From an optimization exercise on the open Yosys and OpenROAD flow, aimed at small area, a short achievable clock period and few clock cycles; shortcuts taken in it are not production practice.
In this exercise RTL edits were held to simulation tests only and were not proved equivalent to the original.

===== design/flow/constraint.sdc =====
create_clock -name core_clock -period 6.5 [get_ports {clk}]
set_input_delay 1.3000 -clock core_clock [delete_from_list [all_inputs] [get_ports {clk}]]
set_output_delay 1.3000 -clock core_clock [all_outputs]
set_load 0.01 [all_outputs]

===== design/flow/run.sh =====
#!/bin/bash
# synth_recipe.tcl (not shown) runs the flow's synth.tcl, then flattens the netlist and writes it again
# the make line also repeats each setting of config.mk as NAME=value (left out here)
make -C /OpenROAD-flow-scripts/flow DESIGN_CONFIG=/design/flow/config.mk WORK_HOME=/design/flow/orfs CLKGATE_MAP_FILE= SYNTH_SCRIPT=/design/flow/synth_recipe.tcl finish

===== design/flow/design.v =====
module qr_rs_blocktable (
    input  wire [5:0]  version,
    input  wire [1:0]  ecl,
    output wire [12:0] esel,
    output wire [4:0]  em1,
    output wire [6:0]  k1m1,
    output wire [6:0]  n1m1,
    output wire [6:0]  nbm1,
    output wire        nb1
);
  localparam [10239:0] TAB = 10240'h80074713a080074ba1864006d7116080077a9230800747099880074baa804006d7275c80077a132e800747299280074baf7a4006d68c5880077c832a800747178a80074bb0744006d69c5480077c9028800747018280074bad6e4006d7054e80077c0526800747157c80074ba6684006d70b4a80077c0b24800747ba7680074bab644006d68d488007790c248007470a7080074b9c5e4006d68d448007791022800747126a80074b89584006d689408007791020800747166480074ba9544006d6813c8007790c1e800747165e80074b8e4e4006d71238800779041c800747125880074b004a4006d61436800779861a8007470a5280074b83444006d6023280077a02188007470b4e80074b07424006d6153080077c8716800747a0484006ca9b424006d6922c4006f88916800747154480074b86384006d7072820067487168007479d3e80074b8a344006d6052680077a05128007470f3a80074b8a304006d7032280077c03101005c6214280074b862c4006d690204006f7011080074792304006ca902c20065490204006f9830e4006c70e3080074b8e26200654021e4006f5020e200646083020064a1028200655821a4006f8020c4006c681284006ca9022200655081880077b840a4006c681244006ca801e4006d689144006f5000a800747021e1005c90e204006d606121005f0840a1005c58a2280074b84161005d4041208056b040a1005c58a1e0404c78a1e1005d3831080077902060805450b1e1005c98716080552071020067503064006c686142006498312080551850e1005ed81061005c582144006ca830e80075880080404e803064006c7050e1005c9050e200655030802046181061005c5830e0404c7830e08055182088007798102200646830a080548830a08055281061005f001022006460308020446810a02044f03060404e681024006c703061005c903060083cd03060204618102080545010602044701061005d5010220067580010083c4030620064b810202044f81020404e7800108054601020204480102200655800100439b00014006c7800108054a80010083cd8001001250800101040400010023060001001247800100098900010000000000000000000000000000000000000000;
  assign {esel, em1, k1m1, n1m1, nbm1, nb1} = TAB[{version, ecl} * 40 +: 40];
endmodule
module qr_rs_genpoly (
    input  wire [12:0]  esel,      
    output wire [809:0] coef
);
  localparam [12959:0] TAB = 12960'h18c2bae87856d8d8078579bcd8036168c2d0f5d5d1ab62bbb0a18d43db015bb6bb43bb31a87b06c31aba1ebb5dabbb06c0ac6bb00050de61eaed74001e63001da1e6c3b457aecd801db5d0f0d76185b45770ad80f6c2d185005a18db01ae6eba1ebb575b19b000000000000030a35a1b1b61ae1ab62bb76d83b58cc6003b5e76815da2ed76aeec1b1aed707b0af3bb6146af3c2eba87b01abb75d760f5d98d9b003cf375d768aed176c2e6ed01e6c3b58c2baebb70ac679b6360edaed0f5cc6635d8561e0f66f37761add8000000000000000000000000001dad86c07abb76d80d73776bb001e776cd8af5d9bd76b8001e636175cedbb07b0af379e175d5d1ab1856ed76d0d8d9b635da861ed750e87b01aec06b9baed7400001ab603c35d80d400d8d8576baf3ae8adb02b1ad743d7600000000000000000000000000000000000000001e785d73ceed9b7987abad8d76b9dbaebb6b9b1aed86c0001ed750c3d5dbb50ebb68d83618c1e15b60016863001e635630aebac66c5a35d6876d0f5d5dd73635cf3d85d857aecd802edae630d46ad8a1bcc000000000000000000000000000000000000000000000000000002d1ae76d0d8d9ba1dd9b035a1eb98dae6350de74363616ec2ba1b1ad0f379b1b361ec2ec1b1761587856ed768783c006c5d8575d76d0db01e76d0dda2bbb6c1dbaecdb628600bb5a06a1e000000000000000000000000000000000000000000000000000000000000000000030b9bb4078016876bced0ed79da361856c6c28635ae8003ced15bb46b9b158783c00630aebaf3b43cde6f3000d6bac6d761761b079dd800edaeda287b0b40aeed5dae800000000000000000000000000000000000000000000000000000000000000000000000000000000002ed76003cc3d5d15d0d8d85635db0b68aeec056f379eb83c00b4319e6f3005a287b0b45a000001ab606a2bb43cf36c6a1b61e6f3ae8ade6d8d80adb0350000000000000000000000000000000000000000000000000000000000000000000000000000000000000000351a8035d85d85775c3576dd9e776a1b635d76c2ec1da1ecdd75db766c0ae861e0f6146b43ae8003d76c28d6bb43b450c3c1ecdbcd8d76c28d40000000000000000000000000000000000000000000000000000000000000000000000000000000000000000000000bb0035c35cd8aed19b1a8786bb0003cc6b9baebb75d43ae8aebbaed70af36f315e16ba35636bb5c006c5d856350f6c35cc6635d801ae0000000000000000000000000000000000000000000000000000000000000000000000000000000000000000000000000000050eecd8d75db0b85635daed9bae8aeec1e006c28785d76c30baed80ac56001ab62baf3b43cc575dd76c1e7761ae1686c6cd878000000000000000000000000000000000000000000000000000000000000000000000000000000000000000000000000000000000000000000576876815dd83d430f0783d5dbb07b602bd73198d5d633cdb0ed6c31800ed6c3b5b035d73cc01686361760d80000000000000000000000000000000000000000000000000000000000000000000000000000000000000000000000000000000000000000000000000000000000000001ada03d5dd857686d879d76d0d876b61b0001ab6360f3bb36360c6003630b43d757400000000000000000000000000000000000000000000000000000000000000000000000000000000000000000000000000000000000000000000000000000000000000000000000000000000000f3c2ebb5dae0066f3600d76c2d0d8aee6db14379b635dae;
  integer e;
  reg [809:0] c;
  always @(*) begin
    c = 810'd0;
    for (e = 0; e < 13; e = e + 1)
      if (esel[e]) c = c | TAB[e * 810 +: 810];
  end
  assign coef = c;
endmodule
module qr_rs_to_tower (input wire [7:0] s, output wire [7:0] t);
  assign t[0] = s[0] ^ s[2] ^ s[4] ^ s[6];
  assign t[1] = s[2] ^ s[3] ^ s[4] ^ s[7];
  assign t[2] = s[2] ^ s[4] ^ s[5];
  assign t[3] = s[3] ^ s[5] ^ s[6] ^ s[7];
  assign t[4] = s[4] ^ s[7];
  assign t[5] = s[2] ^ s[6];
  assign t[6] = s[1] ^ s[2] ^ s[3] ^ s[4] ^ s[6];
  assign t[7] = s[5];
endmodule
module qr_rs_from_tower (input wire [7:0] t, output wire [7:0] s);
  assign s[0] = t[0] ^ t[1] ^ t[3] ^ t[7];
  assign s[1] = t[1] ^ t[2] ^ t[4] ^ t[5] ^ t[6] ^ t[7];
  assign s[2] = t[1] ^ t[2] ^ t[3] ^ t[5];
  assign s[3] = t[2] ^ t[3] ^ t[4] ^ t[5];
  assign s[4] = t[1] ^ t[3] ^ t[5] ^ t[7];
  assign s[5] = t[7];
  assign s[6] = t[1] ^ t[2] ^ t[3];
  assign s[7] = t[1] ^ t[3] ^ t[4] ^ t[5] ^ t[7];
endmodule
module qr_rs_dyn (input wire [7:0] a, output wire [26:0] d);
  assign d[0] = a[7];
  assign d[1] = a[6];
  assign d[2] = a[6] ^ a[7];
  assign d[3] = a[5];
  assign d[4] = a[4];
  assign d[5] = a[4] ^ a[5];
  assign d[6] = a[5] ^ a[7];
  assign d[7] = a[4] ^ a[6];
  assign d[8] = a[4] ^ a[5] ^ a[6] ^ a[7];
  assign d[9] = a[3];
  assign d[10] = a[2];
  assign d[11] = a[2] ^ a[3];
  assign d[12] = a[1];
  assign d[13] = a[0];
  assign d[14] = a[0] ^ a[1];
  assign d[15] = a[1] ^ a[3];
  assign d[16] = a[0] ^ a[2];
  assign d[17] = a[0] ^ a[1] ^ a[2] ^ a[3];
  assign d[18] = a[3] ^ a[7];
  assign d[19] = a[2] ^ a[6];
  assign d[20] = a[2] ^ a[3] ^ a[6] ^ a[7];
  assign d[21] = a[1] ^ a[5];
  assign d[22] = a[0] ^ a[4];
  assign d[23] = a[0] ^ a[1] ^ a[4] ^ a[5];
  assign d[24] = a[1] ^ a[3] ^ a[5] ^ a[7];
  assign d[25] = a[0] ^ a[2] ^ a[4] ^ a[6];
  assign d[26] = a[0] ^ a[1] ^ a[2] ^ a[3] ^ a[4] ^ a[5] ^ a[6] ^ a[7];
endmodule
module qr_rs_tmul (input wire [26:0] d, input wire [26:0] s, output wire [7:0] p, output wire [26:0] t);
  assign t = d & s;
  wire [17:0] c4;    
  genvar i;
  generate for (i = 0; i < 9; i = i + 1) begin : g4
    assign c4[2*i+1] = t[3*i+2] ^ t[3*i+1];
    assign c4[2*i]   = t[3*i+1] ^ t[3*i];
  end endgenerate
  wire [11:0] c16;   
  generate for (i = 0; i < 3; i = i + 1) begin : g16
    assign c16[4*i+3 -: 2] = c4[6*i+5 -: 2] ^ c4[6*i+3 -: 2];
    assign c16[4*i+1 -: 2] = c4[6*i+3 -: 2] ^ c4[6*i+1 -: 2];
  end endgenerate
  assign p[7:4] = c16[11:8] ^ c16[7:4];
  assign p[3:0] = c16[7:4] ^ c16[3:0];
endmodule
module qr_rs_dyn_std (input wire [7:0] s, output wire [26:0] d);
  assign d[0] = s[5];
  assign d[1] = s[1] ^ s[2] ^ s[3] ^ s[4] ^ s[6];
  assign d[2] = s[1] ^ s[2] ^ s[3] ^ s[4] ^ s[5] ^ s[6];
  assign d[3] = s[2] ^ s[6];
  assign d[4] = s[4] ^ s[7];
  assign d[5] = s[2] ^ s[4] ^ s[6] ^ s[7];
  assign d[6] = s[2] ^ s[5] ^ s[6];
  assign d[7] = s[1] ^ s[2] ^ s[3] ^ s[6] ^ s[7];
  assign d[8] = s[1] ^ s[3] ^ s[5] ^ s[7];
  assign d[9] = s[3] ^ s[5] ^ s[6] ^ s[7];
  assign d[10] = s[2] ^ s[4] ^ s[5];
  assign d[11] = s[2] ^ s[3] ^ s[4] ^ s[6] ^ s[7];
  assign d[12] = s[2] ^ s[3] ^ s[4] ^ s[7];
  assign d[13] = s[0] ^ s[2] ^ s[4] ^ s[6];
  assign d[14] = s[0] ^ s[3] ^ s[6] ^ s[7];
  assign d[15] = s[2] ^ s[4] ^ s[5] ^ s[6];
  assign d[16] = s[0] ^ s[5] ^ s[6];
  assign d[17] = s[0] ^ s[2] ^ s[4];
  assign d[18] = s[3] ^ s[6] ^ s[7];
  assign d[19] = s[1] ^ s[3] ^ s[5] ^ s[6];
  assign d[20] = s[1] ^ s[5] ^ s[7];
  assign d[21] = s[3] ^ s[4] ^ s[6] ^ s[7];
  assign d[22] = s[0] ^ s[2] ^ s[6] ^ s[7];
  assign d[23] = s[0] ^ s[2] ^ s[3] ^ s[4];
  assign d[24] = s[4];
  assign d[25] = s[0] ^ s[1] ^ s[2] ^ s[3] ^ s[5] ^ s[7];
  assign d[26] = s[0] ^ s[1] ^ s[2] ^ s[3] ^ s[4] ^ s[5] ^ s[7];
endmodule
module qr_rs_dyn_prod (input wire [26:0] t, output wire [26:0] d);
  assign d[0] = t[13] ^ t[14] ^ t[16] ^ t[17] ^ t[22] ^ t[23] ^ t[25] ^ t[26];
  assign d[1] = t[12] ^ t[13] ^ t[15] ^ t[16] ^ t[21] ^ t[22] ^ t[24] ^ t[25];
  assign d[2] = t[12] ^ t[14] ^ t[15] ^ t[17] ^ t[21] ^ t[23] ^ t[24] ^ t[26];
  assign d[3] = t[10] ^ t[11] ^ t[13] ^ t[14] ^ t[19] ^ t[20] ^ t[22] ^ t[23];
  assign d[4] = t[9] ^ t[10] ^ t[12] ^ t[13] ^ t[18] ^ t[19] ^ t[21] ^ t[22];
  assign d[5] = t[9] ^ t[11] ^ t[12] ^ t[14] ^ t[18] ^ t[20] ^ t[21] ^ t[23];
  assign d[6] = t[10] ^ t[11] ^ t[16] ^ t[17] ^ t[19] ^ t[20] ^ t[25] ^ t[26];
  assign d[7] = t[9] ^ t[10] ^ t[15] ^ t[16] ^ t[18] ^ t[19] ^ t[24] ^ t[25];
  assign d[8] = t[9] ^ t[11] ^ t[15] ^ t[17] ^ t[18] ^ t[20] ^ t[24] ^ t[26];
  assign d[9] = t[4] ^ t[5] ^ t[7] ^ t[8] ^ t[13] ^ t[14] ^ t[16] ^ t[17];
  assign d[10] = t[3] ^ t[4] ^ t[6] ^ t[7] ^ t[12] ^ t[13] ^ t[15] ^ t[16];
  assign d[11] = t[3] ^ t[5] ^ t[6] ^ t[8] ^ t[12] ^ t[14] ^ t[15] ^ t[17];
  assign d[12] = t[1] ^ t[2] ^ t[4] ^ t[5] ^ t[10] ^ t[11] ^ t[13] ^ t[14];
  assign d[13] = t[0] ^ t[1] ^ t[3] ^ t[4] ^ t[9] ^ t[10] ^ t[12] ^ t[13];
  assign d[14] = t[0] ^ t[2] ^ t[3] ^ t[5] ^ t[9] ^ t[11] ^ t[12] ^ t[14];
  assign d[15] = t[1] ^ t[2] ^ t[7] ^ t[8] ^ t[10] ^ t[11] ^ t[16] ^ t[17];
  assign d[16] = t[0] ^ t[1] ^ t[6] ^ t[7] ^ t[9] ^ t[10] ^ t[15] ^ t[16];
  assign d[17] = t[0] ^ t[2] ^ t[6] ^ t[8] ^ t[9] ^ t[11] ^ t[15] ^ t[17];
  assign d[18] = t[4] ^ t[5] ^ t[7] ^ t[8] ^ t[22] ^ t[23] ^ t[25] ^ t[26];
  assign d[19] = t[3] ^ t[4] ^ t[6] ^ t[7] ^ t[21] ^ t[22] ^ t[24] ^ t[25];
  assign d[20] = t[3] ^ t[5] ^ t[6] ^ t[8] ^ t[21] ^ t[23] ^ t[24] ^ t[26];
  assign d[21] = t[1] ^ t[2] ^ t[4] ^ t[5] ^ t[19] ^ t[20] ^ t[22] ^ t[23];
  assign d[22] = t[0] ^ t[1] ^ t[3] ^ t[4] ^ t[18] ^ t[19] ^ t[21] ^ t[22];
  assign d[23] = t[0] ^ t[2] ^ t[3] ^ t[5] ^ t[18] ^ t[20] ^ t[21] ^ t[23];
  assign d[24] = t[1] ^ t[2] ^ t[7] ^ t[8] ^ t[19] ^ t[20] ^ t[25] ^ t[26];
  assign d[25] = t[0] ^ t[1] ^ t[6] ^ t[7] ^ t[18] ^ t[19] ^ t[24] ^ t[25];
  assign d[26] = t[0] ^ t[2] ^ t[6] ^ t[8] ^ t[18] ^ t[20] ^ t[24] ^ t[26];
endmodule
module qr_rs_encoder (
    input  wire       clk,
    input  wire       rst,           
    input  wire       start,
    input  wire [5:0] cfg_version,
    input  wire [1:0] cfg_ecl,
    output wire       idle,
    output reg        cfg_err,
    input  wire       in_valid,
    input  wire [7:0] in_data,
    output wire       in_ready,
    output reg        out_valid,
    output reg  [7:0] out_data,
    output reg        out_last_blk,
    output reg        out_last,
    input  wire       out_ready
);
  localparam S_IDLE  = 2'd0;
  localparam S_SETUP = 2'd1;    
  localparam S_LOAD  = 2'd3;    
  localparam S_RUN   = 2'd2;
  reg [1:0] state;
  reg [5:0] ver_q;
  reg [1:0] ecl_q;
  reg [12:0] esel_q;      
  reg [4:0]  em1_q;       
  reg [6:0]  k1m1_q;      
  reg [6:0]  n1m1_q;      
  reg [6:0]  nbm1_q;      
  reg        nb1_q;       
  reg [6:0] in_cnt;       
  reg [6:0] klim;         
  reg [6:0] sh_left;      
  reg [6:0] blk_left;     
  reg       blk_end_f;    
  reg       last_blk_f;   
  reg       in_done;      
  reg       ib_valid;
  reg [7:0]  ib_data;     
  reg [26:0] fd;          
  reg       ib_last;      
  reg       ib_lastcmd;   
  reg [7:0] rem [0:29];
  reg [7:0] ob  [0:29];
  reg [4:0] ob_n;         
  reg       ob_has;       
  reg       ob_one;       
  reg       ob_lastcmd;   
  reg       sk_valid;
  reg [7:0] sk_data;
  reg       sk_last_blk;
  reg       sk_last;
  wire [12:0]  t_esel;
  wire [4:0]   t_em1;
  wire [6:0]   t_k1m1, t_n1m1, t_nbm1;
  wire         t_nb1;
  qr_rs_blocktable u_table (
      .version(ver_q), .ecl(ecl_q),
      .esel(t_esel), .em1(t_em1), .k1m1(t_k1m1), .n1m1(t_n1m1), .nbm1(t_nbm1), .nb1(t_nb1)
  );
  wire cfg_ok = (cfg_version >= 6'd1) && (cfg_version <= 6'd40);
  reg pop, consume, load, setup;
  assign in_ready = (state != S_IDLE) && !in_done && (!ib_valid || consume);
  wire   take     = in_valid && in_ready;
  wire ib_valid_n = take || (ib_valid && !consume);
  wire ib_last_n  = take ? blk_end_f : ib_last;
  wire ob_has_n   = load || (ob_has && !(pop && ob_one));
  wire ob_one_n   = !load && (pop ? (ob_n == 5'd1) : ob_one);
  wire sk_valid_n = out_valid && !out_ready && (sk_valid || pop);
  wire pop_n      = ob_has_n && !sk_valid_n;
  wire consume_n  = ib_valid_n && (!ib_last_n || !ob_has_n || (pop_n && ob_one_n));
  assign idle = (state == S_IDLE);
  wire [809:0] gcoef;
  qr_rs_genpoly u_genpoly (.esel(esel_q), .coef(gcoef));
  wire [7:0]  prod [0:29];
  wire [26:0] leaf [0:29];
  genvar gj;
  generate for (gj = 0; gj < 30; gj = gj + 1) begin : g_mul
    qr_rs_tmul u_mul (.d(fd), .s(gcoef[27*gj +: 27]), .p(prod[gj]), .t(leaf[gj]));
  end endgenerate
  wire [26:0] ib_dyn_n, r0d, r1d, p0d;
  qr_rs_dyn_std  u_in  (.s(take ? in_data : ib_data), .d(ib_dyn_n));
  qr_rs_dyn      u_r0d (.a(rem[0]), .d(r0d));
  qr_rs_dyn      u_r1d (.a(rem[1]), .d(r1d));
  qr_rs_dyn_prod u_p0d (.t(leaf[0]), .d(p0d));
  wire [7:0] ob0_s;
  qr_rs_from_tower u_from (.t(ob[0]), .s(ob0_s));
  integer j;
  reg [7:0] nrem [0:29];
  always @(*) begin
    for (j = 0; j < 29; j = j + 1)
      nrem[j] = rem[j+1] ^ prod[j];
    nrem[29] = prod[29];
  end
  wire give = out_valid && out_ready;
  always @(posedge clk) begin
    if (rst) begin
      state     <= S_IDLE;
      cfg_err   <= 1'b0;
      ib_valid  <= 1'b0;
      in_done   <= 1'b0;
      ob_has    <= 1'b0;
      ob_one    <= 1'b0;
      sk_valid  <= 1'b0;
      out_valid    <= 1'b0;
      out_last_blk <= 1'b0;
      out_last     <= 1'b0;
      pop          <= 1'b0;
      consume      <= 1'b0;
      load         <= 1'b0;
      setup        <= 1'b0;
    end else begin
      pop     <= pop_n;
      consume <= consume_n;
      load    <= consume_n && ib_last_n;
      setup   <= (state == S_IDLE) && start && cfg_ok;
      case (state)
        S_IDLE: begin
          if (start) begin
            cfg_err <= !cfg_ok;
            if (cfg_ok) begin
              ver_q      <= cfg_version;
              ecl_q      <= cfg_ecl;
              in_done    <= 1'b0;
              in_cnt     <= 7'd0;
              blk_end_f  <= 1'b0;
              last_blk_f <= 1'b0;
              state      <= S_SETUP;
            end
          end
        end
        S_SETUP: begin
          esel_q     <= t_esel;
          em1_q      <= t_em1;
          k1m1_q     <= t_k1m1;
          n1m1_q     <= t_n1m1;
          nbm1_q     <= t_nbm1;
          nb1_q      <= t_nb1;
          state      <= S_LOAD;
        end
        S_LOAD: begin
          klim       <= k1m1_q;
          sh_left    <= n1m1_q;
          blk_left   <= nbm1_q;
          last_blk_f <= nb1_q;
          state      <= S_RUN;
        end
        default: begin
          if (give && out_last)
            state <= S_IDLE;
        end
      endcase
      if (take) begin
        ib_valid   <= 1'b1;
        ib_data    <= in_data;
        ib_last    <= blk_end_f;
        ib_lastcmd <= blk_end_f && last_blk_f;
        if (blk_end_f) begin
          in_cnt     <= 7'd0;
          klim       <= (sh_left != 7'd0) ? k1m1_q : k1m1_q + 7'd1;
          sh_left    <= (sh_left != 7'd0) ? sh_left - 7'd1 : 7'd0;
          blk_left   <= blk_left - 7'd1;
          blk_end_f  <= 1'b0;
          last_blk_f <= (blk_left == 7'd1);
        end else begin
          in_cnt    <= in_cnt + 7'd1;
          blk_end_f <= (state == S_RUN) && (in_cnt + 7'd1 == klim);
        end
        if (blk_end_f && last_blk_f)
          in_done <= 1'b1;
      end else if (consume) begin
        ib_valid <= 1'b0;
      end
      if (load) begin
        ob_n       <= em1_q;
        ob_has     <= 1'b1;
        ob_one     <= 1'b0;
        ob_lastcmd <= ib_lastcmd;
      end else if (pop) begin
        ob_n   <= ob_n - 5'd1;
        ob_has <= !ob_one;
        ob_one <= (ob_n == 5'd1);
      end
      if (!out_valid || out_ready) begin
        out_valid <= sk_valid || pop;
        if (sk_valid) begin
          out_data     <= sk_data;
          out_last_blk <= sk_last_blk;
          out_last     <= sk_last;
        end else begin
          out_data     <= ob0_s;
          out_last_blk <= ob_one;
          out_last     <= ob_one && ob_lastcmd;
        end
        sk_valid <= 1'b0;
      end else if (pop) begin
        sk_valid    <= 1'b1;
        sk_data     <= ob0_s;
        sk_last_blk <= ob_one;
        sk_last     <= ob_one && ob_lastcmd;
      end
    end
  end
  always @(posedge clk) begin
    if (consume && !ib_last)
      fd <= (ib_dyn_n ^ r1d) ^ p0d;
    else if (consume || setup)
      fd <= ib_dyn_n;
    else
      fd <= ib_dyn_n ^ r0d;
    for (j = 0; j < 30; j = j + 1) begin
      if (setup)
        rem[j] <= 8'd0;
      else if (consume)
        rem[j] <= ib_last ? 8'd0 : nrem[j];
    end
    for (j = 0; j < 30; j = j + 1) begin
      if (load)
        ob[j] <= nrem[j];
      else if (pop)
        ob[j] <= (j < 29) ? ob[(j < 29) ? j + 1 : 0] : 8'd0;
    end
  end
endmodule

===== design/flow/config.mk =====
export PLATFORM = sky130hd
export DESIGN_NAME = qr_rs_encoder
export DESIGN_NICKNAME = qr_rs_encoder
export VERILOG_FILES = /design/flow/design.v
export SDC_FILE = /design/flow/constraint.sdc
export NUM_CORES = 4
export LEC_CHECK = 0
export CAP_MARGIN = 20
export CORE_MARGIN = 2
export CORE_UTILIZATION = 40
export PLACE_DENSITY = 0.6
export SETUP_SLACK_MARGIN = 3.5
export SLEW_MARGIN = 20
export SYNTH_MEMORY_MAX_BITS = 16384

==> flow_summary.json, run 1 <==
{
  "grtUsageTotal_pct": 33.7,
  "port-buffer-count": 34,
  "start_util_pct": 40.4,
  "grt_overflow_total": 0,
  "top_layer": "met5",
  "die_area_sq_mm": 0.119,
  "ys_top_cells_by_count": "xnor2_1, nand2_1, o21ai_0",
  "grt_max_degree": 184,
  "synth_area_sq_mm": 0.0464,
  "synth_flop_cell": "edfxtp_1",
  "route.detailed.drc": 0,
  "crit_required_ps": 6910,
  "path_clk_slew_ps": 60,
  "synth-seq-area-share_pct": 34.9,
  "grt_pass1_vias": 40900,
  "slew_headroom_pct": 14.6,
  "cts_buffers": 73,
  "synthToLayoutAreaGrowth_pct": 22.2,
  "clock.fmax_mhz": 313,
  "slowest_stage": "edfxtp_1",
  "ctsHoldBuffers": 0,
  "async_flop_share_pct": 0,
  "ys_top_cells_by_area": "edfxtp_1, xnor2_1, dfxtp_1",
  "crit_start": "esel_q[8]$_SDFFCE_PP0P_",
  "regToRegStartpoint": "esel_q[8]$_SDFFCE_PP0P_",
  "core_sq_mm": 0.115,
  "final_area_sq_mm": 0.0567,
  "die_h_um": 345,
  "cpMostUsedCell": "xnor2_1",
  "clk_path_buf_depth": 3,
  "gp_congestion": 1.09,
  "dp_hpwl_um": 133000,
  "final_nets": 5271,
  "synthDistinctLibCells": 79,
  "synth-edff-count": 351,
  "synth_fp_nets": 5278,
  "hp-start": "ib_lastcmd$_DFFE_PP_",
  "finalCritPeriodShare_pct": 49.1,
  "hold_violations": 0,
  "ctsHtreeMaxLevel": 3,
  "endpoint_kind": "register",
  "fin_util_pct": 49.4,
  "cts_tree": "yes",
  "clockRootBuffer": "clkbuf_16",
  "setup_viol": 0,
  "ant_nets": 0,
  "worstSkewPairLatency_ps": 710,
  "crit_fanout": 7,
  "dr.pass1.iters": 10,
  "clock_sinks": 633,
  "critical_path_class": "register to register",
  "wl_met3_um": 25100,
  "die_w_um": 345,
  "drt_iter0_markers": 6203,
  "status": "complete, no violations",
  "rsz0062_at_grt": "true",
  "slew_viol_final": 0,
  "met2_length_um": 89200,
  "ioPinCount": 35,
  "yosys_warnings": 8,
  "max_cap_viol_count": 0,
  "start_kind": "register",
  "hold_ws_ps": 425,
  "worst_hold_path_type": "register to register",
  "synth_most_common_cell": "xnor2_1",
  "syn_avg_cell_area_sq_um": 8.88,
  "period_needed_ps": 3190,
  "wl_met1_um": 77100,
  "slowest_delay_ps": 500,
  "placed_area_sq_mm": 0.0477,
  "worst_pin_slew_ps": 1280,
  "setup-tns-final_ps": 0,
  "grt_pass1_wl_um": 291000,
  "drt-total-wl_um": 209000,
  "final_layout_size_suffix_gt1_share_pct": 22.7,
  "synth_cells": 5222,
  "vias_per_cell": 6.34,
  "critPathArrivalTime_ps": 3600,
  "rows": 124,
  "vias": 43000,
  "wl_per_cell_um": 30.8,
  "fin_skew_ps": 63.6,
  "synth_top_area_share_pct": 22.7,
  "ys_seq_elements": 633,
  "antenna_found_initial": 7,
  "path_cells": "buf_8 > buf_2 > nor2_2 > nand2_1 > o21ai_4 > xor2_2 > xnor2_1 > xnor2_1 > xnor2_1 > mux2_2",
  "synth_top_area_cell": "edfxtp_1"
}
## through the flow
step,cells,setup WS [ps]
detailed placement,6419,2400
CTS,6659,3350
global placement,6418,2450
finish,6791,3310
global route,6787,3280
floorplan,5222,3440
## state kept, by name (all words and copies together), names as in the netlist, 7 cells and up
| name | count |
|---|---|
| blk_left | 7 |
| esel_q | 13 |
| fd | 27 |
| ib_data | 8 |
| in_cnt | 7 |
| k1m1_q | 7 |
| klim | 7 |
| nbm1_q | 7 |
| ob | 240 |
| out_data | 8 |
| rem | 240 |
| sh_left | 7 |
| sk_data | 8 |
## placed cells by master (no fill, tap or decap), drive strengths merged, types with 158 or more instances in the layout
cell / netlist / routed
xor2: 444 / 444
o21ai: 512 / 512
nor2: 279 / 279
edfxtp: 351 / 351
mux2: 158 / 158
a21oi: 260 / 260
dfxtp: 282 / 282
buf: 80 / 308
nand2: 559 / 559
xnor2: 944 / 944
## critical path, delay by kind of cell, from the launching register on
family          cells  cell delay (ps)
xor+xnor            4              800
simple gates        2              640
compound gates      1              350
buf+inv             2              370
mux                 1              270
flops               1              500
## layer usage
layer / GRT usage [%] / vias up
met4: 22.6 / 6
met1: 41.0 / 20700
met2: 51.3 / 3160
li1: - / 18100
met5: 0 / -
met3: 10.3 / 1074
## cell type report
cell class | instances | area, sq um
fill | 10700 | 58000
timing repair buffer | 357 | 3640
clock buffer | 95 | 2020
antenna | 5 | 12.5
tap | 1512 | 1890
multi-input combinational | 4115 | 32300
clock inverter | 39 | 443
inverter | 35 | 150
sequential | 633 | 16200
## timing repair
item,4_1_cts,5_1_grt
cloned,7,9
setup endpoints to repair,520,271
pin swaps,65,148
gates resized for setup,483,410
buffers inserted,99,118
## worst paths after layout
| check | to | slack, ps | depth (start not counted) |
|---|---|---|---|
| setup / recovery | ob[13][0]$_DFFE_PN_ | 3310 | 10 |
| hold / removal | ob_lastcmd$_DFFE_PP_ | 420 | 0 |
| setup reg to reg | ob[13][0]$_DFFE_PN_ | 3310 | 10 |
| hold reg to reg | ob_lastcmd$_DFFE_PP_ | 420 | 0 |
## logic make-up after synthesis
group,after synthesis,synth area share [%]
flops,633,34.9
fa+ha+maj,35,0.944
compound gates,1304,17.9
xor+xnor,1389,26.3
simple gates,1203,11.5
buf+inv,475,3.92
mux,183,4.46
Testbench counts, summed over its fixed seeds: cycles 65,338.
==> run 2, diff against run 1 <==
--- a/design/flow/design.v
+++ b/design/flow/design.v
@@ -173,6 +173,7 @@
   reg [5:0] ver_q;
   reg [1:0] ecl_q;
   reg [12:0] esel_q;      
+  reg [12:0] eseln_q;     
   reg [4:0]  em1_q;       
   reg [6:0]  k1m1_q;      
   reg [6:0]  n1m1_q;      
@@ -188,6 +189,7 @@
   reg       ib_valid;
   reg [7:0]  ib_data;     
   reg [26:0] fd;          
+  reg [26:0] fdn;         
   reg       ib_last;      
   reg       ib_lastcmd;   
   reg [7:0] rem [0:29];
@@ -220,13 +222,15 @@
   wire pop_n      = ob_has_n && !sk_valid_n;
   wire consume_n  = ib_valid_n && (!ib_last_n || !ob_has_n || (pop_n && ob_one_n));
   assign idle = (state == S_IDLE);
-  wire [809:0] gcoef;
-  qr_rs_genpoly u_genpoly (.esel(esel_q), .coef(gcoef));
+  wire [809:0] gcoef, gcoef_lo, gcoef_hi;
+  qr_rs_genpoly u_gen_lo (.esel(esel_q), .coef(gcoef_lo));
+  qr_rs_genpoly u_gen_hi (.esel(~eseln_q), .coef(gcoef_hi));
+  assign gcoef = {gcoef_hi[809:405], gcoef_lo[404:0]};
   wire [7:0]  prod [0:29];
   wire [26:0] leaf [0:29];
   genvar gj;
   generate for (gj = 0; gj < 30; gj = gj + 1) begin : g_mul
-    qr_rs_tmul u_mul (.d(fd), .s(gcoef[27*gj +: 27]), .p(prod[gj]), .t(leaf[gj]));
+    qr_rs_tmul u_mul (.d(gj < 15 ? fd : ~fdn), .s(gcoef[27*gj +: 27]), .p(prod[gj]), .t(leaf[gj]));
   end endgenerate
   wire [26:0] ib_dyn_n, r0d, r1d, p0d;
   qr_rs_dyn_std  u_in  (.s(take ? in_data : ib_data), .d(ib_dyn_n));
@@ -281,6 +285,7 @@
         end
         S_SETUP: begin
           esel_q     <= t_esel;
+          eseln_q    <= ~t_esel;
           em1_q      <= t_em1;
           k1m1_q     <= t_k1m1;
           n1m1_q     <= t_n1m1;
@@ -358,6 +363,12 @@
       fd <= ib_dyn_n;
     else
       fd <= ib_dyn_n ^ r0d;
+    if (consume && !ib_last)
+      fdn <= ~((ib_dyn_n ^ r1d) ^ p0d);
+    else if (consume || setup)
+      fdn <= ~ib_dyn_n;
+    else
+      fdn <= ~(ib_dyn_n ^ r0d);
     for (j = 0; j < 30; j = j + 1) begin
       if (setup)
         rem[j] <= 8'd0;
==> run 2 against run 1 <==
Net effect:
- hold slack improved by 1.1 ps
- wire length fell by 4.6%
- via count rose by 0.32%
- design area rose by 1.9%
- global-route usage fell by 2.6 points
- count of clock-buffer cells in the layout rose by 15
- area after synthesis rose by 3.1%
- core utilization fell by 0.63 points
- synthesized cell count rose by 2.5%
- still clean
- sequential share of layout area rose by 0.83 points
==> flow_summary.json, run 2 <==
{
  "status": "complete, no violations",
  "synth_flop_cell": "edfxtp_1",
  "final_layout_size_suffix_gt1_share_pct": 20.7,
  "worst_hold_path_type": "register to register",
  "hold_violations": 0,
  "synth_area_sq_mm": 0.0478,
  "r2r_end": "ob[0][5]$_DFFE_PN_",
  "fin_util_pct": 48.8,
  "die_area_sq_mm": 0.122,
  "rows": 126,
  "wl_per_cell_um": 28.5,
  "fin_skew_ps": 52.8,
  "synth-seq-area-share_pct": 35.5,
  "port-buffer-count": 34,
  "start_kind": "register",
  "top_regs": "ob: 240 flops, rem: 240 flops",
  "layout_common_cells": "xnor2_1, nor2_1, o21ai_0",
  "synth_top_area_share_pct": 22.6,
  "crit_required_ps": 6930,
  "ys_top_cells_by_area": "edfxtp_1, xnor2_1, dfxtp_1",
  "vias_per_cell": 6.17,
  "clockRootBuffer": "clkbuf_16",
  "die_h_um": 350,
  "final_nets": 5384,
  "start_util_pct": 40.4,
  "path_clk_slew_ps": 60,
  "ioPinCount": 35,
  "hold_end": "ob_lastcmd$_DFFE_PP_",
  "hp-start": "ib_lastcmd$_DFFE_PP_",
  "synth_top_area_cell": "edfxtp_1",
  "setup_viol": 0,
  "drt-total-wl_um": 199000,
  "critical_path_class": "register to register",
  "grt_overflow_total": 0,
  "ys_seq_elements": 669,
  "hold_depth": 0,
  "async_flop_share_pct": 0,
  "dr.pass1.iters": 13,
  "ant_nets": 0,
  "ctsHtreeMaxLevel": 3,
  "grt_pass1_wl_um": 282000,
  "ctsHoldBuffers": 0,
  "max_cap_viol_count": 0,
  "synth_fp_nets": 5408,
  "die_w_um": 350,
  "drt_iter0_markers": 6267,
  "cts_tree": "yes",
  "synth-edff-count": 360,
  "setup-tns-final_ps": 0,
  "dp_hpwl_um": 126000,
  "cts_buffers": 77,
  "clock.fmax_mhz": 298,
  "vias": 43200,
  "critPathArrivalTime_ps": 3780,
  "yosys_warnings": 8,
  "core_sq_mm": 0.118,
  "synth_cells": 5352,
  "slew_headroom_pct": 10.9,
  "endpoint_kind": "register",
  "r2r_slack_ps": 3150,
  "rsz0062_at_grt": "true",
  "clock_sinks": 669,
  "synth_most_common_cell": "xnor2_1",
  "synthDistinctLibCells": 87,
  "grt_max_degree": 180,
  "synthToLayoutAreaGrowth_pct": 20.8,
  "slew_viol_final": 0,
  "route.detailed.drc": 0,
  "ys_top_cells_by_count": "xnor2_1, nor2_1, o21ai_0",
  "rr_worst_depth": 10,
  "syn_avg_cell_area_sq_um": 8.94,
  "grt_pass1_vias": 41500,
  "worstSkewPairLatency_ps": 730,
  "gp_congestion": 1.09,
  "final_common_cell": "xnor2_1",
  "regToRegStartpoint": "esel_q[10]$_DFFE_PP_",
  "period_needed_ps": 3350,
  "finalCritPeriodShare_pct": 51.6,
  "grtUsageTotal_pct": 31.1,
  "clk_path_buf_depth": 3,
  "crit_fanout": 7,
  "worst_pin_slew_ps": 1340,
  "antenna_found_initial": 10
}
-- run 2: worst max-delay path: stages (launching register included) --
cell and delay, ps:
edfxtp_1 390, buf_6 170, buf_12 150, or4_4 610, o31ai_4 430, xor2_2 290, xnor2_2 190, buf_4 180
xor2_2 200, xnor2_2 140, mux2_2 300
-- run 2: repair_timing --
item / 4_1_cts / 5_1_grt
setup buffers: 80 / 92
hold endpoints to repair: 0 / 0
resized for setup: 385 / 375
pin swaps: 92 / 152
endpoints found under the setup margin: 485 / 295
cloned: 17 / 5
-- run 2: per-stage QoR --
stage	hold slack, ps	setup slack (ps)	cells	area (sq um)
2_1_floorplan	400	3510	5352	47900
3_3_place_gp	408	2270	6655	49400
3_5_place_dp	412	2300	6655	49400
4_1_cts	426	3250	6896	54900
5_1_grt	433	3160	6994	57800
6_report	426	3150	7000	57800
-- run 2: worst max path at each step --
stage                           from              endpoint  slack, ps
5_1_grt         esel_q[10]$_DFFE_PP_    ob[0][5]$_DFFE_PN_       3160
3_3_place_gp                in_valid  sh_left[2]$_DFFE_PN_       2270
4_1_cts        state[0]$_SDFFE_PP0P_              in_ready       3250
2_1_floorplan        load$_SDFF_PP0_     ob_n[0]$_DFFE_PP_       3510
3_5_place_dp                in_valid  sh_left[3]$_DFFE_PN_       2300
6_report        esel_q[10]$_DFFE_PP_    ob[0][5]$_DFFE_PN_       3150
-- run 2: cell type report --
| cell class | count | area, sq um |
|---|---|---|
| antenna | 7 | 17.5 |
| clock buffer | 110 | 2220 |
| timing repair buffer | 338 | 3500 |
| tap | 1600 | 2000 |
| inverter | 47 | 200 |
| multi-input combinational | 4195 | 32300 |
| clock inverter | 34 | 526 |
| fill | 11000 | 60600 |
| sequential | 669 | 17000 |
-- run 2: kinds of logic after synthesis --
kind of cell | synth area share [%]
compound gates | 18.2
xor+xnor | 25.9
fa+ha+maj | 0.916
buf+inv | 3.96
flops | 35.5
mux | 4.16
simple gates | 11.4
-- run 2: routing by layer --
layer  global-route usage [%]  vias to the layer above  share of wire, %
met1                     39.0                    20600                38
met3                     10.0                     1083                11
met5                        0                        -             0.042
met4                     18.2                       10               7.7
li1                         -                    18500                 -
met2                     46.9                     2924                43
Testbench counts of run 2, summed over its fixed seeds: cycles 65,338.
==> run 3, diff against run 2 <==
--- a/design/flow/design.v
+++ b/design/flow/design.v
@@ -187,7 +187,7 @@
   reg       last_blk_f;   
   reg       in_done;      
   reg       ib_valid;
-  reg [7:0]  ib_data;     
+  reg [26:0] ib_dyn;      
   reg [26:0] fd;          
   reg [26:0] fdn;         
   reg       ib_last;      
@@ -232,11 +232,12 @@
   generate for (gj = 0; gj < 30; gj = gj + 1) begin : g_mul
     qr_rs_tmul u_mul (.d(gj < 15 ? fd : ~fdn), .s(gcoef[27*gj +: 27]), .p(prod[gj]), .t(leaf[gj]));
   end endgenerate
-  wire [26:0] ib_dyn_n, r0d, r1d, p0d;
-  qr_rs_dyn_std  u_in  (.s(take ? in_data : ib_data), .d(ib_dyn_n));
+  wire [26:0] in_dyn, r0d, r1d, p0d;
+  qr_rs_dyn_std  u_in  (.s(in_data), .d(in_dyn));
   qr_rs_dyn      u_r0d (.a(rem[0]), .d(r0d));
   qr_rs_dyn      u_r1d (.a(rem[1]), .d(r1d));
   qr_rs_dyn_prod u_p0d (.t(leaf[0]), .d(p0d));
+  wire [26:0] ib_dyn_n = take ? in_dyn : ib_dyn;
   wire [7:0] ob0_s;
   qr_rs_from_tower u_from (.t(ob[0]), .s(ob0_s));
   integer j;
@@ -307,7 +308,7 @@
       endcase
       if (take) begin
         ib_valid   <= 1'b1;
-        ib_data    <= in_data;
+        ib_dyn     <= in_dyn;
         ib_last    <= blk_end_f;
         ib_lastcmd <= blk_end_f && last_blk_f;
         if (blk_end_f) begin
--- a/design/flow/config.mk
+++ b/design/flow/config.mk
@@ -12,3 +12,4 @@
 export SETUP_SLACK_MARGIN = 3.5
 export SLEW_MARGIN = 20
 export SYNTH_MEMORY_MAX_BITS = 16384
+export TNS_END_PERCENT = 10
==> run 3 against run 2 <==
Net effect:
- design area fell by 2.4%
- non-clock buffer count fell by 70
- hold slack got worse by 5.3 ps
- critical path depth did not move
- clock skew fell by 12 ps
- critical endpoint is now ob[2][0]$_DFFE_PN_
- flip-flop and latch count rose by 19
==> flow_summary.json, run 3 <==
{
  "status": "complete, no violations",
  "crit_required_ps": 6950,
  "worst_pin_slew_ps": 1300,
  "synth_top_area_cell": "edfxtp_1",
  "port-buffer-count": 34,
  "path_cells": "buf_6 > buf_6 > nor2_2 > nand2b_2 > o31ai_1 > xor2_1 > buf_4 > xnor2_1 > xnor2_2 > mux2_2",
  "ys_top_cells_by_count": "xnor2_1, nor2_1, o21ai_0",
  "setup-tns-final_ps": 0,
  "synthDistinctLibCells": 82,
  "synth_area_sq_mm": 0.0484,
  "max_cap_viol_count": 0,
  "num-fill-cells": 11500,
  "hold_violations": 0,
  "yosys_warnings": 8,
  "vias_per_cell": 6.11,
  "synth_most_common_cell": "xnor2_1",
  "crit_fanout": 21,
  "grt_overflow_total": 0,
  "async_flop_share_pct": 0,
  "antenna_found_initial": 8,
  "wl_per_cell_um": 28.6,
  "final_area_sq_mm": 0.0564,
  "final_common_cell": "xnor2_1",
  "ant_nets": 0,
  "hold_depth": 0,
  "final_nets": 5388,
  "ys_top_cells_by_area": "edfxtp_1, xnor2_1, dfxtp_1",
  "start_kind": "register",
  "slew_headroom_pct": 13.0,
  "vias": 42800,
  "rr_worst_depth": 10,
  "gp_congestion": 1.06,
  "grt_pass1_vias": 41300,
  "dr.pass1.iters": 13,
  "slowest_stage": "edfxtp_1",
  "synth-edff-count": 379,
  "ctsHoldBuffers": 0,
  "fin_util_pct": 47.0,
  "synthToLayoutAreaGrowth_pct": 16.6,
  "worstSkewPairLatency_ps": 710,
  "critical_path_class": "register to register",
  "final_layout_size_suffix_gt1_share_pct": 17.4,
  "ioPinCount": 35,
  "route.detailed.drc": 0,
  "synth-seq-area-share_pct": 36.3,
  "cts_buffers": 79,
  "top_regs": "ob: 240 flops, rem: 240 flops",
  "synth_flop_cell": "edfxtp_1",
  "die_area_sq_mm": 0.124,
  "grt_pass1_wl_um": 290000,
  "slowest_delay_ps": 530,
  "rows": 127,
  "syn_avg_cell_area_sq_um": 8.91,
  "ctsHtreeMaxLevel": 3,
  "clock.fmax_mhz": 312,
  "critPathArrivalTime_ps": 3650,
  "slew_viol_final": 0,
  "dp_hpwl_um": 134000,
  "clock_sinks": 688,
  "setup_viol": 0,
  "fin_skew_ps": 40.3,
  "worst_hold_path_type": "register to register",
  "drt-total-wl_um": 201000,
  "grtUsageTotal_pct": 31.7,
  "synth_top_area_share_pct": 23.5,
  "rsz0062_at_grt": "true",
  "period_needed_ps": 3200,
  "start_util_pct": 40.3,
  "cts_tree": "yes",
  "grt_max_degree": 166,
  "core_sq_mm": 0.120,
  "endpoint_kind": "register",
  "cpMostUsedCell": "buf_6",
  "die_w_um": 352,
  "path_clk_slew_ps": 60,
  "placed_area_sq_mm": 0.0500,
  "clk_path_buf_depth": 3,
  "clockRootBuffer": "clkbuf_16",
  "ys_seq_elements": 688,
  "layout_common_cells": "xnor2_1, nor2_1, o21ai_0",
  "synth_fp_nets": 5490,
  "die_h_um": 352,
  "synth_cells": 5434,
  "drt_iter0_markers": 6189,
  "finalCritPeriodShare_pct": 49.3
}
==> run 3: cell types whose count changed in the layout (fill, tap and decap cells not counted), moves of 13 or more <==
cell | before | now
edfxtp_1 | 360 | 379
xnor2_1 | 921 | 969
mux2_2 | 136 | 152
xor2_2 | 60 | 44
a211oi_1 | 26 | 13
nand2_1 | 377 | 395
buf_4 | 230 | 191
a21oi_1 | 267 | 325
inv_1 | 38 | 60
o21ai_2 | 38 | 22
xnor2_2 | 79 | 49
==> run 3: path summary, 6_finish.rpt <==
path                                      startpoint                   end  slack [ps]
worst min register to register  ib_lastcmd$_DFFE_PP_  ob_lastcmd$_DFFE_PP_         420
worst max-delay path            esel_q[10]$_DFFE_PP_    ob[2][0]$_DFFE_PN_        3300
worst max register to register  esel_q[10]$_DFFE_PP_    ob[2][0]$_DFFE_PN_        3300
worst min-delay path            ib_lastcmd$_DFFE_PP_  ob_lastcmd$_DFFE_PP_         420
==> run 3: cells by family after synthesis <==
group           count (synthesis)  share of synthesized area, %
compound gates               1369                          17.9
xor+xnor                     1392                          25.3
fa+ha+maj                      35                         0.905
buf+inv                       525                          4.10
flops                         688                          36.3
mux                           173                          4.13
simple gates                 1252                          11.4
==> run 3: repair_timing <==
item | in CTS | in global routing
endpoints found under the setup margin | 561 | 448
cloned | 5 | 0
buffers inserted | 76 | 39
gates resized for setup | 322 | 217
pin swaps | 55 | 46
==> run 3: critical path, delay by kind of cell, from the launching register on <==
family	cells	cell delay (ps)
buf+inv	3	580
xor+xnor	3	450
mux	1	280
simple gates	2	620
flops	1	530
compound gates	1	460
==> run 3: area by class of cell <==
type / instances / area, sq um / share of cell area [%]
Multi-Input combinational cell: 4222 / 31300 / 55.4
Sequential cell: 688 / 17600 / 31.2
Timing Repair Buffer: 268 / 2480 / 4.41
Clock buffer: 110 / 2220 / 3.93
Tap cell: 1612 / 2020 / 3.58
Clock inverter: 38 / 539 / 0.956
Inverter: 73 / 300 / 0.532
Antenna cell: 2 / 5.00 / 0.00887
==> run 3: metal layers <==
layer / vias up / GRT usage, % / wire [um]
met2: 2768 / 47.5 / 85200
met1: 20600 / 41.7 / 81200
met3: 844 / 9.07 / 21500
li1: 18600 / - / -
met5: - / 0 / 100
met4: 12 / 15.8 / 12800
==> run 3: per-stage QoR <==
| stage | std cells | setup WS (ps) | hold slack, ps |
|---|---|---|---|
| final | 7013 | 3300 | 421 |
| after global routing | 7011 | 3270 | 445 |
| after CTS | 6972 | 3320 | 422 |
| after detailed placement | 6743 | 2100 | 407 |
| after global placement | 6743 | 2090 | 403 |
| after floorplan | 5434 | 3390 | 400 |
Testbench counts of run 3, summed over its fixed seeds: cycles 65,338.
==> run 4, diff against run 3 <==
--- a/design/flow/design.v
+++ b/design/flow/design.v
@@ -173,7 +173,6 @@
   reg [5:0] ver_q;
   reg [1:0] ecl_q;
   reg [12:0] esel_q;      
-  reg [12:0] eseln_q;     
   reg [4:0]  em1_q;       
   reg [6:0]  k1m1_q;      
   reg [6:0]  n1m1_q;      
@@ -186,13 +185,12 @@
   reg       blk_end_f;    
   reg       last_blk_f;   
   reg       in_done;      
-  reg       ib_valid;
+  reg        ib_valid;
   reg [26:0] ib_dyn;      
-  reg [26:0] fd;          
-  reg [26:0] fdn;         
   reg       ib_last;      
   reg       ib_lastcmd;   
-  reg [7:0] rem [0:29];
+  reg [7:0]  rem [1:29];  
+  reg [26:0] r0d;         
   reg [7:0] ob  [0:29];
   reg [4:0] ob_n;         
   reg       ob_has;       
@@ -206,40 +204,34 @@
   wire [4:0]   t_em1;
   wire [6:0]   t_k1m1, t_n1m1, t_nbm1;
   wire         t_nb1;
+  wire [809:0] gcoef;
   qr_rs_blocktable u_table (
       .version(ver_q), .ecl(ecl_q),
       .esel(t_esel), .em1(t_em1), .k1m1(t_k1m1), .n1m1(t_n1m1), .nbm1(t_nbm1), .nb1(t_nb1)
   );
+  qr_rs_genpoly u_genpoly (.esel(esel_q), .coef(gcoef));
   wire cfg_ok = (cfg_version >= 6'd1) && (cfg_version <= 6'd40);
-  reg pop, consume, load, setup;
+  wire pop     = ob_has && !sk_valid;
+  wire ob_free = !ob_has || (pop && ob_one);
+  wire consume = ib_valid && (!ib_last || ob_free);
+  wire load    = consume && ib_last;
   assign in_ready = (state != S_IDLE) && !in_done && (!ib_valid || consume);
   wire   take     = in_valid && in_ready;
-  wire ib_valid_n = take || (ib_valid && !consume);
-  wire ib_last_n  = take ? blk_end_f : ib_last;
-  wire ob_has_n   = load || (ob_has && !(pop && ob_one));
-  wire ob_one_n   = !load && (pop ? (ob_n == 5'd1) : ob_one);
-  wire sk_valid_n = out_valid && !out_ready && (sk_valid || pop);
-  wire pop_n      = ob_has_n && !sk_valid_n;
-  wire consume_n  = ib_valid_n && (!ib_last_n || !ob_has_n || (pop_n && ob_one_n));
   assign idle = (state == S_IDLE);
-  wire [809:0] gcoef, gcoef_lo, gcoef_hi;
-  qr_rs_genpoly u_gen_lo (.esel(esel_q), .coef(gcoef_lo));
-  qr_rs_genpoly u_gen_hi (.esel(~eseln_q), .coef(gcoef_hi));
-  assign gcoef = {gcoef_hi[809:405], gcoef_lo[404:0]};
+  wire [26:0] in_dyn;
+  wire [7:0]  ob0_s;
+  qr_rs_dyn_std    u_in   (.s(in_data), .d(in_dyn));
+  qr_rs_from_tower u_from (.t(ob[0]), .s(ob0_s));
+  wire [26:0] fdyn = ib_dyn ^ r0d;
   wire [7:0]  prod [0:29];
   wire [26:0] leaf [0:29];
   genvar gj;
   generate for (gj = 0; gj < 30; gj = gj + 1) begin : g_mul
-    qr_rs_tmul u_mul (.d(gj < 15 ? fd : ~fdn), .s(gcoef[27*gj +: 27]), .p(prod[gj]), .t(leaf[gj]));
+    qr_rs_tmul u_mul (.d(fdyn), .s(gcoef[27*gj +: 27]), .p(prod[gj]), .t(leaf[gj]));
   end endgenerate
-  wire [26:0] in_dyn, r0d, r1d, p0d;
-  qr_rs_dyn_std  u_in  (.s(in_data), .d(in_dyn));
-  qr_rs_dyn      u_r0d (.a(rem[0]), .d(r0d));
+  wire [26:0] r1d, p0d;
   qr_rs_dyn      u_r1d (.a(rem[1]), .d(r1d));
   qr_rs_dyn_prod u_p0d (.t(leaf[0]), .d(p0d));
-  wire [26:0] ib_dyn_n = take ? in_dyn : ib_dyn;
-  wire [7:0] ob0_s;
-  qr_rs_from_tower u_from (.t(ob[0]), .s(ob0_s));
   integer j;
   reg [7:0] nrem [0:29];
   always @(*) begin
@@ -260,15 +252,7 @@
       out_valid    <= 1'b0;
       out_last_blk <= 1'b0;
       out_last     <= 1'b0;
-      pop          <= 1'b0;
-      consume      <= 1'b0;
-      load         <= 1'b0;
-      setup        <= 1'b0;
     end else begin
-      pop     <= pop_n;
-      consume <= consume_n;
-      load    <= consume_n && ib_last_n;
-      setup   <= (state == S_IDLE) && start && cfg_ok;
       case (state)
         S_IDLE: begin
           if (start) begin
@@ -286,7 +270,6 @@
         end
         S_SETUP: begin
           esel_q     <= t_esel;
-          eseln_q    <= ~t_esel;
           em1_q      <= t_em1;
           k1m1_q     <= t_k1m1;
           n1m1_q     <= t_n1m1;
@@ -358,20 +341,12 @@
     end
   end
   always @(posedge clk) begin
-    if (consume && !ib_last)
-      fd <= (ib_dyn_n ^ r1d) ^ p0d;
-    else if (consume || setup)
-      fd <= ib_dyn_n;
-    else
-      fd <= ib_dyn_n ^ r0d;
-    if (consume && !ib_last)
-      fdn <= ~((ib_dyn_n ^ r1d) ^ p0d);
-    else if (consume || setup)
-      fdn <= ~ib_dyn_n;
-    else
-      fdn <= ~(ib_dyn_n ^ r0d);
-    for (j = 0; j < 30; j = j + 1) begin
-      if (setup)
+    if (state == S_SETUP)
+      r0d <= 27'd0;
+    else if (consume)
+      r0d <= ib_last ? 27'd0 : (r1d ^ p0d);
+    for (j = 1; j < 30; j = j + 1) begin
+      if (state == S_SETUP)
         rem[j] <= 8'd0;
       else if (consume)
         rem[j] <= ib_last ? 8'd0 : nrem[j];
--- a/design/flow/config.mk
+++ b/design/flow/config.mk
@@ -12,4 +12,3 @@
 export SETUP_SLACK_MARGIN = 3.5
 export SLEW_MARGIN = 20
 export SYNTH_MEMORY_MAX_BITS = 16384
-export TNS_END_PERCENT = 10
==> run 4 against run 3 <==
Net effect:
- still clean on timing, DRC and antenna
- count of clock-buffer cells in the layout decreased by 20
- final cell count shrank 0.40%
- critical endpoint is now ob[15][5]$_DFFE_PN_
==> flow_summary.json, run 4 <==
{
  "busiest_layer": "met2",
  "placed_area_sq_mm": 0.0498,
  "layout_common_cells": "xnor2_1, nand2_1, nor2_1",
  "core_sq_mm": 0.118,
  "rsz0062_at_grt": "true",
  "synth_top_area_cell": "edfxtp_1",
  "die_h_um": 348,
  "final_area_sq_mm": 0.0561,
  "clk_path_buf_depth": 3,
  "gr-usage-met2_pct": 54.4,
  "critPathArrivalTime_ps": 3630,
  "slew_headroom_pct": 22.1,
  "num-fill-cells": 11200,
  "synth_fp_nets": 5405,
  "yosys_warnings": 8,
  "synthToLayoutAreaGrowth_pct": 18.2,
  "syn_avg_cell_area_sq_um": 8.87,
  "ant_nets": 0,
  "vias": 45800,
  "met3_usage_pct": 15.1,
  "endpoint_kind": "register",
  "antenna_found_initial": 9,
  "r2r_slack_ps": 3320,
  "rows": 126,
  "path_cells": "buf_4 > nor3_1 > buf_4 > a21oi_1 > xnor2_2 > xnor3_1 > xnor2_2 > o21ai_1",
  "drt-total-wl_um": 238000,
  "grt_pass1_wl_um": 331000,
  "synth_top_area_share_pct": 23.4,
  "slowest_delay_ps": 530,
  "crit_end": "ob[15][5]$_DFFE_PN_",
  "gp_congestion": 1.14,
  "route.detailed.drc": 0,
  "worst_pin_slew_ps": 1170,
  "finalCritPeriodShare_pct": 49.0,
  "ys_seq_elements": 640,
  "hold_ws_ps": 428,
  "wl_per_cell_um": 34.1,
  "final_common_cell": "xnor2_1",
  "synth-edff-count": 370,
  "fin_skew_ps": 51.2,
  "crit_buf_inv": 2,
  "grtUsageTotal_pct": 38.1,
  "grt_max_degree": 165,
  "start_util_pct": 40.3,
  "r2r_end": "ob[15][5]$_DFFE_PN_",
  "synth_area_sq_mm": 0.0474,
  "clock_sinks": 640,
  "ioPinCount": 35,
  "ys_top_cells_by_area": "edfxtp_1, xnor2_1, dfxtp_1",
  "clockRootBuffer": "clkbuf_16",
  "stdcell_count": 6985,
  "critical_path_class": "register to register",
  "fin_util_pct": 47.6,
  "die_area_sq_mm": 0.121,
  "rr_worst_depth": 8,
  "async_flop_share_pct": 0,
  "crit_fanout": 11,
  "largest_reg_flops": 240,
  "crit_required_ps": 6950,
  "grt_pass1_vias": 43000,
  "cts_buffers": 78,
  "dp.cells": 6681,
  "top_regs": "ob: 240 flops, rem: 232 flops",
  "drt_iter0_markers": 8004,
  "ctsHtreeMaxLevel": 3,
  "top_register": "ob",
  "use_met1_pct": 48.0,
  "grt_overflow_total": 0,
  "synthDistinctLibCells": 93,
  "ctsHoldBuffers": 0,
  "port-buffer-count": 34,
  "crit_start": "esel_q[10]$_SDFFCE_PP0P_",
  "synth-seq-area-share_pct": 34.8,
  "max_cap_viol_count": 0,
  "period_needed_ps": 3180,
  "dp_hpwl_um": 156000,
  "start_kind": "register",
  "path_clk_slew_ps": 60,
  "cts_tree": "yes",
  "synth_flop_cell": "edfxtp_1",
  "synth_most_common_cell": "xnor2_1",
  "clock.fmax_mhz": 314,
  "synth_cells": 5349,
  "vias_per_cell": 6.56,
  "critPathTopFamily": "XOR/XNOR gates",
  "final_nets": 5433,
  "worst_hold_path_type": "register to register",
  "hold_violations": 0,
  "status": "complete, no violations",
  "path_depth": 8,
  "setup-tns-final_ps": 0,
  "die_w_um": 348,
  "regToRegStartpoint": "esel_q[10]$_SDFFCE_PP0P_",
  "setup_viol": 0,
  "ys_top_cells_by_count": "xnor2_1, nand2_1, nor2_1",
  "final_layout_size_suffix_gt1_share_pct": 16.1,
  "slew_viol_final": 0,
  "dr.pass1.iters": 14,
  "worstSkewPairLatency_ps": 740,
  "slowest_stage": "edfxtp_1"
}
run 4: cell types whose count changed after synthesis, sizes merged, moves of 97 or more:
cell,delta
mux2,-140
clkbuf,-123
xnor3,+105
a22o,-137
a31oi,+109
buf,+97
nand2,+160
a2bb2oi,+97
xor2,-128
run 4: per-stage QoR:
step / setup WS [ps]
4_1_cts: 3280
6_report: 3320
3_3_place_gp: 2400
2_1_floorplan: 3480
5_1_grt: 3270
3_5_place_dp: 2340
run 4: logic make-up after synthesis:
logic type | synth area share, %
xor gates and xnor gates | 27.0
and+or+nand+nor | 13.4
DFF | 34.8
AOI/OAI and AO/OA | 18.6
buffers and inverters | 4.26
muxes | 0.963
adders and majority gates | 0.923
run 4: final cells by class:
| cell class | instances | area [sq um] | share of cell area (%) |
|---|---|---|---|
| diodes | 6 | 15.0 | 0.0268 |
| well taps | 1536 | 1920 | 3.43 |
| inverters | 40 | 179 | 0.319 |
| repair buffers | 365 | 3500 | 6.24 |
| clock buffers | 90 | 2040 | 3.63 |
| clock inverters | 56 | 724 | 1.29 |
| flip-flops and latches | 640 | 16500 | 29.5 |
| multi-input cells | 4252 | 31200 | 55.6 |
run 4: how the worst min path moves through the flow:
stage	startpoint	to	slack, ps	cells after the start
4_1_cts	ib_lastcmd$_DFFE_PP_	ob_lastcmd$_DFFE_PP_	420	0
6_report	ib_lastcmd$_DFFE_PP_	ob_lastcmd$_DFFE_PP_	430	0
2_1_floorplan	ib_lastcmd$_DFFE_PP_	ob_lastcmd$_DFFE_PP_	400	0
3_3_place_gp	ib_lastcmd$_DFFE_PP_	ob_lastcmd$_DFFE_PP_	410	0
5_1_grt	ib_lastcmd$_DFFE_PP_	ob_lastcmd$_DFFE_PP_	450	0
3_5_place_dp	ib_lastcmd$_DFFE_PP_	ob_lastcmd$_DFFE_PP_	410	0
run 4: repair_timing:
item                       4_1_cts  5_1_grt
setup endpoints to repair      663      457
resized for setup              213      201
cloned                          10        6
pin swaps                       34       43
setup buffers                   76       60
run 4: worst register-to-register path: cells and delay by family (launching register included):
kind / cells / cell delay, ps
buffers and inverters: 2 / 650
XOR/XNOR: 3 / 800
flip-flops: 1 / 530
AO/OA/AOI/OAI: 2 / 730
AND/OR/NAND/NOR: 1 / 210
run 4: metal layers:
metal,share of wire (%),vias to the layer above
met4,8.3,18
met3,14,1165
li1,-,18800
met1,37,22100
met2,40,3739
met5,0.22,-
Testbench counts of run 4, summed over its fixed seeds: cycles 65,338.
==> run 5, diff against run 4 <==
--- a/design/flow/config.mk
+++ b/design/flow/config.mk
@@ -7,8 +7,8 @@
 export LEC_CHECK = 0
 export CAP_MARGIN = 20
 export CORE_MARGIN = 2
-export CORE_UTILIZATION = 40
-export PLACE_DENSITY = 0.6
+export CORE_UTILIZATION = 45
+export PLACE_DENSITY = 0.65
 export SETUP_SLACK_MARGIN = 3.5
 export SLEW_MARGIN = 20
 export SYNTH_MEMORY_MAX_BITS = 16384
==> run 5 against run 4 <==
Net effect:
- maximum frequency increased by 0.44%
- critical path type unchanged
- clock skew is 2.0 ps lower
- highest routed layer unchanged
- non-clock buffer count up 21
- global-route usage grew 3.1 points
- first-iteration DRC count rose by 3.2%
==> flow_summary.json, run 5 <==
{
  "status": "complete, no violations",
  "largest_reg_flops": 240,
  "rsz0062_at_grt": "true",
  "clk_path_buf_depth": 3,
  "synth_flop_cell": "edfxtp_1",
  "critical_path_class": "register to register",
  "route.detailed.drc": 0,
  "synth_top_area_share_pct": 23.4,
  "grt_max_degree": 130,
  "crit_fanout": 30,
  "wl_per_cell_um": 33.4,
  "dp_hpwl_um": 151000,
  "worst_pin_slew_ps": 1090,
  "hold_violations": 0,
  "worstSkewPairLatency_ps": 730,
  "top_register": "ob",
  "async_flop_share_pct": 0,
  "drt-total-wl_um": 229000,
  "drt_iter0_markers": 8264,
  "crit_start": "r0d[7]$_SDFFE_PP0P_",
  "die_w_um": 329,
  "rr_worst_depth": 8,
  "synth-seq-area-share_pct": 34.8,
  "hold_end": "ob_lastcmd$_DFFE_PP_",
  "synth-edff-count": 370,
  "final_nets": 5450,
  "worst_hold_path_type": "register to register",
  "die_area_sq_mm": 0.108,
  "dp.cells": 6523,
  "cts_buffers": 73,
  "synth_fp_nets": 5405,
  "final_common_cell": "xnor2_1",
  "synth_area_sq_mm": 0.0474,
  "synth_top_area_cell": "edfxtp_1",
  "ctsHtreeMaxLevel": 3,
  "r2r_end": "ob[10][2]$_DFFE_PN_",
  "stdcell_count": 6855,
  "synthToLayoutAreaGrowth_pct": 17.7,
  "die_h_um": 329,
  "gp_congestion": 1.13,
  "vias": 46300,
  "period_needed_ps": 3170,
  "setup_ws_ps": 3330,
  "hp-start": "ib_lastcmd$_DFFE_PP_",
  "synth_cells": 5349,
  "crit_required_ps": 6940,
  "dp_slack_ps": 2520,
  "critPathArrivalTime_ps": 3610,
  "clockRootBuffer": "clkbuf_16",
  "grt_pass1_vias": 43400,
  "path_clk_slew_ps": 60,
  "rows": 119,
  "slew_viol_final": 0,
  "antenna_found_initial": 13,
  "regToRegStartpoint": "r0d[7]$_SDFFE_PP0P_",
  "yosys_warnings": 8,
  "grtUsageTotal_pct": 41.2,
  "vias_per_cell": 6.76,
  "finalCritPeriodShare_pct": 48.8,
  "max_cap_viol_count": 0,
  "final_layout_size_suffix_gt1_share_pct": 15.8,
  "endpoint_kind": "register",
  "hold_ws_ps": 424
}
## run 5: cell counts after synthesis
Identical to the previous run, type by type.
## run 5: repair_timing
item                                    in CTS  in global routing
setup buffers                              106                 67
hold buffers                                 0                  0
endpoints found under the setup margin     765                324
pin swaps                                   29                 42
cloned                                      13                  1
endpoints found under the hold margin        0                  0
gates resized for setup                    211                204
## run 5: kinds of logic (layout without fill, tap and decap cells)
logic type               count (synthesis)  after routing  synth area share (%)
AND/OR/NAND/NOR                       1451           1460                  13.4
AO/OA/AOI/OAI                         1441           1441                  18.6
XOR/XNOR                              1277           1277                  27.0
flip-flops                             640            640                  34.8
buffers and inverters                  466            562                  4.26
multiplexers                            39             39                 0.963
adder cells (fa/ha/maj)                 35             35                 0.923
other                                    0             10                     0
## run 5: area by class of cell
class | instances | area, sq um
antenna | 10 | 25.0
clock buffer | 101 | 2040
clock inverter | 34 | 422
fill | 9723 | 49100
inverter | 40 | 191
multi-input combinational | 4252 | 31300
sequential | 640 | 16500
tap | 1391 | 1740
timing repair buffer | 386 | 3620
timing repair inverter | 1 | 5.00
## run 5: worst max-delay path by stage
stage               depth (start not counted)  slack, ps                  end
floorplan                                  14       3480  k1m1_q[2]$_DFFE_PP_
global placement                            9       2540   ob[5][4]$_DFFE_PN_
detailed placement                          9       2520   ob[7][0]$_DFFE_PN_
CTS                                         5       3310             in_ready
global route                                5       3320             in_ready
finish                                      8       3330  ob[10][2]$_DFFE_PN_
## run 5: worst max-delay path, cell delays in order, from the launching register on
cell,delay (ps)
dfxtp_1,510
xnor2_2,130
buf_6,280
xnor2_1,810
o21ai_1,430
xor2_1,260
xnor2_1,210
xnor2_1,150
o21ai_0,90
## run 5: metrics by stage
stage          instance area [sq um]  utilization (%)
3_3_place_gp                   49500             47.1
6_report                       55800             53.2
3_5_place_dp                   49500             47.2
4_1_cts                        54100             51.5
2_1_floorplan                  47500                -
5_1_grt                        55800             53.2
## run 5: layer usage
layer | share of wire (%) | global-route usage (%) | vias up
met5 | 0.20 | 1.60 | -
met4 | 9.1 | 27.9 | 20
met3 | 15 | 17.8 | 1350
met2 | 40 | 58.0 | 4043
met1 | 36 | 50.6 | 22100
li1 | - | - | 18900

-- port drivers added, routing unchanged --
In the flow no input, the clock included, has a driving cell. The finished layouts below were timed again as built, in two steps. Step 1 assumes that a clkbuf_16 drives the clock port and a buf_2 every other input. Step 2 moves the port delays by t, midway between the first and last clock arrival at a register: inputs arrive t later, outputs are due t later. That takes back most of the time a late clock gives input paths. Three values: no drivers, after step 1, after step 2; two values: the first two.
run	t (ns)	slack for setup (ns)	slew at the worst register clock pin (ns)	worst slew at a driven data input, ns
run 1	0.745	3.309 / 3.309 / 2.901	0.08 / 0.08	0.03
run 2	0.766	3.148 / 3.148 / 2.813	0.09 / 0.09	0.12
run 3	0.772	3.299 / 3.299 / 2.703	0.07 / 0.07	0.10
run 4	0.787	3.315 / 3.249 / 2.795	0.07 / 0.07	0.07
run 5	0.779	3.329 / 3.293 / 2.838	0.08 / 0.08	0.06
After both steps setup and hold are still met in every run listed. The setup slack of run 3, which loses most, moves by 0.000 ns with the drivers and by -0.596 ns with both steps.
